What follows belongs to an exercise in optimizing a design on an open flow for small area, a short achievable clock period and few clock cycles; a production flow would make more cautious choices.
In this exercise RTL edits were held to simulation tests only and were not proved equivalent to the original.
Power is estimated from default activity; no workload was simulated.

## delta
Design frame_codec, start of the top module:
module frame_codec (
    input  wire       clk,
    input  wire       rst,
    input  wire       enc_valid,
    input  wire [7:0] enc_data,
    output wire       enc_ready,
    output wire       tx_valid,
    output wire [7:0] tx_data,
    output wire       tx_last,
    input  wire       tx_ready,
    input  wire       rx_valid,
    input  wire [7:0] rx_data,
    input  wire       rx_last,
    output wire       rx_ready,
    output wire       body_valid,
    output wire [7:0] body_data,
    input  wire       body_ready,
    output wire       res_valid,
    output wire [2:0] res_cause,
    input  wire       res_ready
);
For scale: roughly 49 I/O pins.
clock: 4.0 ns
lec_check: 0
abc_area: 1
abc_clock_period_in_ps: 2000
cap_margin: 20
core_margin: 2
core_utilization: 40
setup_slack_margin: 2.2
slew_margin: 20
tns_end_percent: 0
buffer_ports_args: -buffer_cell sky130_fd_sc_hd__buf_1
cts_args: -sink_clustering_enable -repair_clock_nets -buf_list sky130_fd_sc_hd__clkbuf_8 -dont_use_dummy_load
standard.sh (not shown) runs the stock make flow with config.mk's settings and CLKGATE_MAP_FILE= SYNTH_SCRIPT=/design/flow/synth_recipe.tcl, a recipe that flattens the netlist after the stock synthesis.
==> flow/flow/run.sh <==
#!/bin/bash
# Standard ORFS layout with small port buffers and no CTS dummy loads.
set -euo pipefail
cat >> config.mk <<'CFG'
export BUFFER_PORTS_ARGS = -buffer_cell sky130_fd_sc_hd__buf_1
export CTS_ARGS = -sink_clustering_enable -repair_clock_nets -buf_list sky130_fd_sc_hd__clkbuf_8 -dont_use_dummy_load
CFG
bash standard.sh > standard.log 2>&1
Testbench counts of delta, summed over its fixed seeds: cycles 4,443.
Here is what was changed in the inputs of willow compared with delta.
--- a/flow/design.v
+++ b/flow/design.v
@@ -1,13 +1,12 @@
 module crc16_serial (
     input  wire [15:0] crc,
     input  wire [7:0]  din,
-    input  wire        feed,
     output wire [15:0] nxt
 );
-    wire [7:0] x0 = (crc[15:8] ^ din) & {8{feed}};
+    wire [7:0] x0 = crc[15:8] ^ din;
     wire [7:0] x  = x0 ^ {4'h0, x0[7:4]};
     assign nxt = {crc[7:0], 8'h00} ^ {x[3:0], 12'h000} ^ {3'b000, x, 5'b00000} ^ {8'h00, x};
 endmodule
 module frame_encoder (
     input  wire       clk,
     input  wire       rst,
@@ -33,13 +32,13 @@
     reg         pb;          
     reg  [15:0] crc;
     wire [15:0] crc_nxt;
     reg         sk_valid;
     reg  [7:0]  sk_data;
     reg         sk_last;
-    crc16_serial u_crc (.crc(crc), .din(in_data), .feed(body_state && !rst), .nxt(crc_nxt));
+    crc16_serial u_crc (.crc(crc), .din(in_data), .nxt(crc_nxt));
     wire body_state = (state == E_OP) || (state == E_LEN) || (state == E_PAY);
     wire room       = !sk_valid;
     wire   take     = in_valid && in_ready;
     wire res_in = (in_data[7:2]  == 6'b011111) && (in_data[1]  ^ in_data[0]);
     wire res_lo = (crc[7:2]      == 6'b011111) && (crc[1]      ^ crc[0]);
     wire res_hi = (crc[15:10]    == 6'b011111) && (crc[9]      ^ crc[8]);
@@ -52,23 +51,25 @@
     wire       esc   = !pend && (crcl ? res_lo : crch ? res_hi : (body_state && res_in));
     wire [7:0] g_data  = {src[7:2], src[1] && !esc, src[0] || esc};
     wire       g_valid = pend || crcl || crch || in_valid;
     wire       g_last  = pend ? (state == E_START) : (crch && !res_hi);
     wire make = room && g_valid;
     always @(posedge clk) begin
-        if (take || rst || (state == E_START) || (crch && make && !pend))
+        if (state == E_START)
+            crc <= 16'h0000;
+        else if (take)
             crc <= crc_nxt;
     end
     always @(posedge clk) begin
         if (take) begin
             if (state == E_LEN) remain <= in_data;
             else                remain <= remain - 8'd1;
         end
     end
     always @(posedge clk) begin
-        if (!pend)
+        if (room && !pend)
             pb <= (state == E_CRCL) ? crc[0] : (state == E_CRCH) ? crc[8] : in_data[0];
     end
     always @(posedge clk) begin
         if (!tx_valid || tx_ready) begin
             tx_data <= sk_valid ? sk_data : g_data;
             tx_last <= sk_valid ? sk_last : g_last;
@@ -167,14 +168,13 @@
     reg  [15:0] crc;
     wire [15:0] crc_nxt;
     reg         bs_valid;
     reg  [7:0]  bs_data;
     reg         rs_valid;
     reg  [2:0]  rs_cause;
-    wire crc_feed;
-    crc16_serial u_crc (.crc(crc), .din(rx_data), .feed(crc_feed), .nxt(crc_nxt));
+    crc16_serial u_crc (.crc(crc), .din(rx_data), .nxt(crc_nxt));
     wire   take     = rx_valid && rx_ready;
     wire in_frame   = (dph == D_OP) || (dph == D_LEN) || (dph == D_PAY) ||
                       (dph == D_CRCL) || (dph == D_CRCH);
     wire body_ph    = (dph == D_OP) || (dph == D_LEN) || (dph == D_PAY);
     wire is_esc     = (rx_data == ESC);
     wire is_content = in_frame && (escf || !is_esc);
@@ -194,16 +194,16 @@
         default: ;
         endcase
     end
     wire [2:0] cause_nxt = dph_nxt[3] ? dph_nxt[2:0] : C_TRUNC;
     wire push_b = take && is_body;
     wire push_r = take && rx_last;
-    wire crc_shift = rst || (take && (rx_last || (dph == D_START)));
-    assign crc_feed = !rst && !rx_last && (dph != D_START);
-    always @(posedge clk) begin
-        if (push_b || crc_shift)
+    always @(posedge clk) begin
+        if (dph == D_START)
+            crc <= 16'h0000;
+        else if (push_b)
             crc <= crc_nxt;
     end
     always @(posedge clk) begin
         if (take && is_content) begin
             if (dph == D_LEN) remain <= rx_data;
             else              remain <= remain - 8'd1;
@@ -231,20 +231,19 @@
             res_valid  <= rs_valid || push_r || (res_valid && !res_ready);
             rs_valid   <= rs_valid_n;
             rx_ready   <= !bs_valid_n && !rs_valid_n;
         end
     end
     always @(posedge clk) begin
-        if (take)
+        if (rst) begin
+            dph  <= D_START;
+            escf <= 1'b0;
+        end else if (take) begin
             escf <= in_frame && !escf && is_esc;
-    end
-    always @(posedge clk) begin
-        if (rst)
-            dph <= D_START;
-        else if (take)
-            dph <= rx_last ? D_START : dph_nxt;
+            dph  <= rx_last ? D_START : dph_nxt;
+        end
     end
 endmodule
 module frame_codec (
     input  wire       clk,
     input  wire       rst,
     input  wire       enc_valid,
Summary of willow over delta: worst IR drop on VDD now sits lower, area of all sequential standard cells now sits lower. Looking only at share of the yosys chip area belonging to registers, and setting everything else aside, the lower value of delta and willow goes to willow. Relative to delta, total power has decreased by 9.7% in willow. willow ended with more maximum number of pins on one net before global-route repair than delta. Of willow and delta, it is willow that has the lower maximum clock frequency. willow vs. delta: setup slack shrank by 70 ps; average cell area after synthesis decreased by 0.84 um2 relative to the old numbers. Wire length of the first global-routing pass: willow higher than delta. Sort delta and willow by share of total power in the clock network asc -> top: delta.
Testbench counts of willow, summed over its fixed seeds: cycles 4,443.

re-timing with driven ports:
In the flow no input, the clock included, has a driving cell. The finished layouts below were timed again as built, in two steps.
Step 1 sets driving cells, clkbuf_16 on the clock port and buf_2 on the other inputs (assumed; they add their load-dependent delay and slew).
Step 2, shift: input delay + t, output delay - t, t = (earliest + latest rising clock arrival at the registers) / 2. This alone moves slack from input paths to output paths.
Three values: no drivers, after step 1, after step 2; two values: the first two.
| run | shift t [ns] | setup slack, ns | latest minus earliest clock arrival (ns) |
|---|---|---|---|
| delta | 0.406 | 2.233 / 2.200 / 1.838 | 0.016 / 0.016 |
| willow | 0.407 | 2.163 / 2.179 / 1.771 | 0.037 / 0.037 |
After both steps setup and hold are still met in every run listed. The setup slack of delta, which loses most, moves by -0.033 ns with the drivers and by -0.395 ns with both steps.
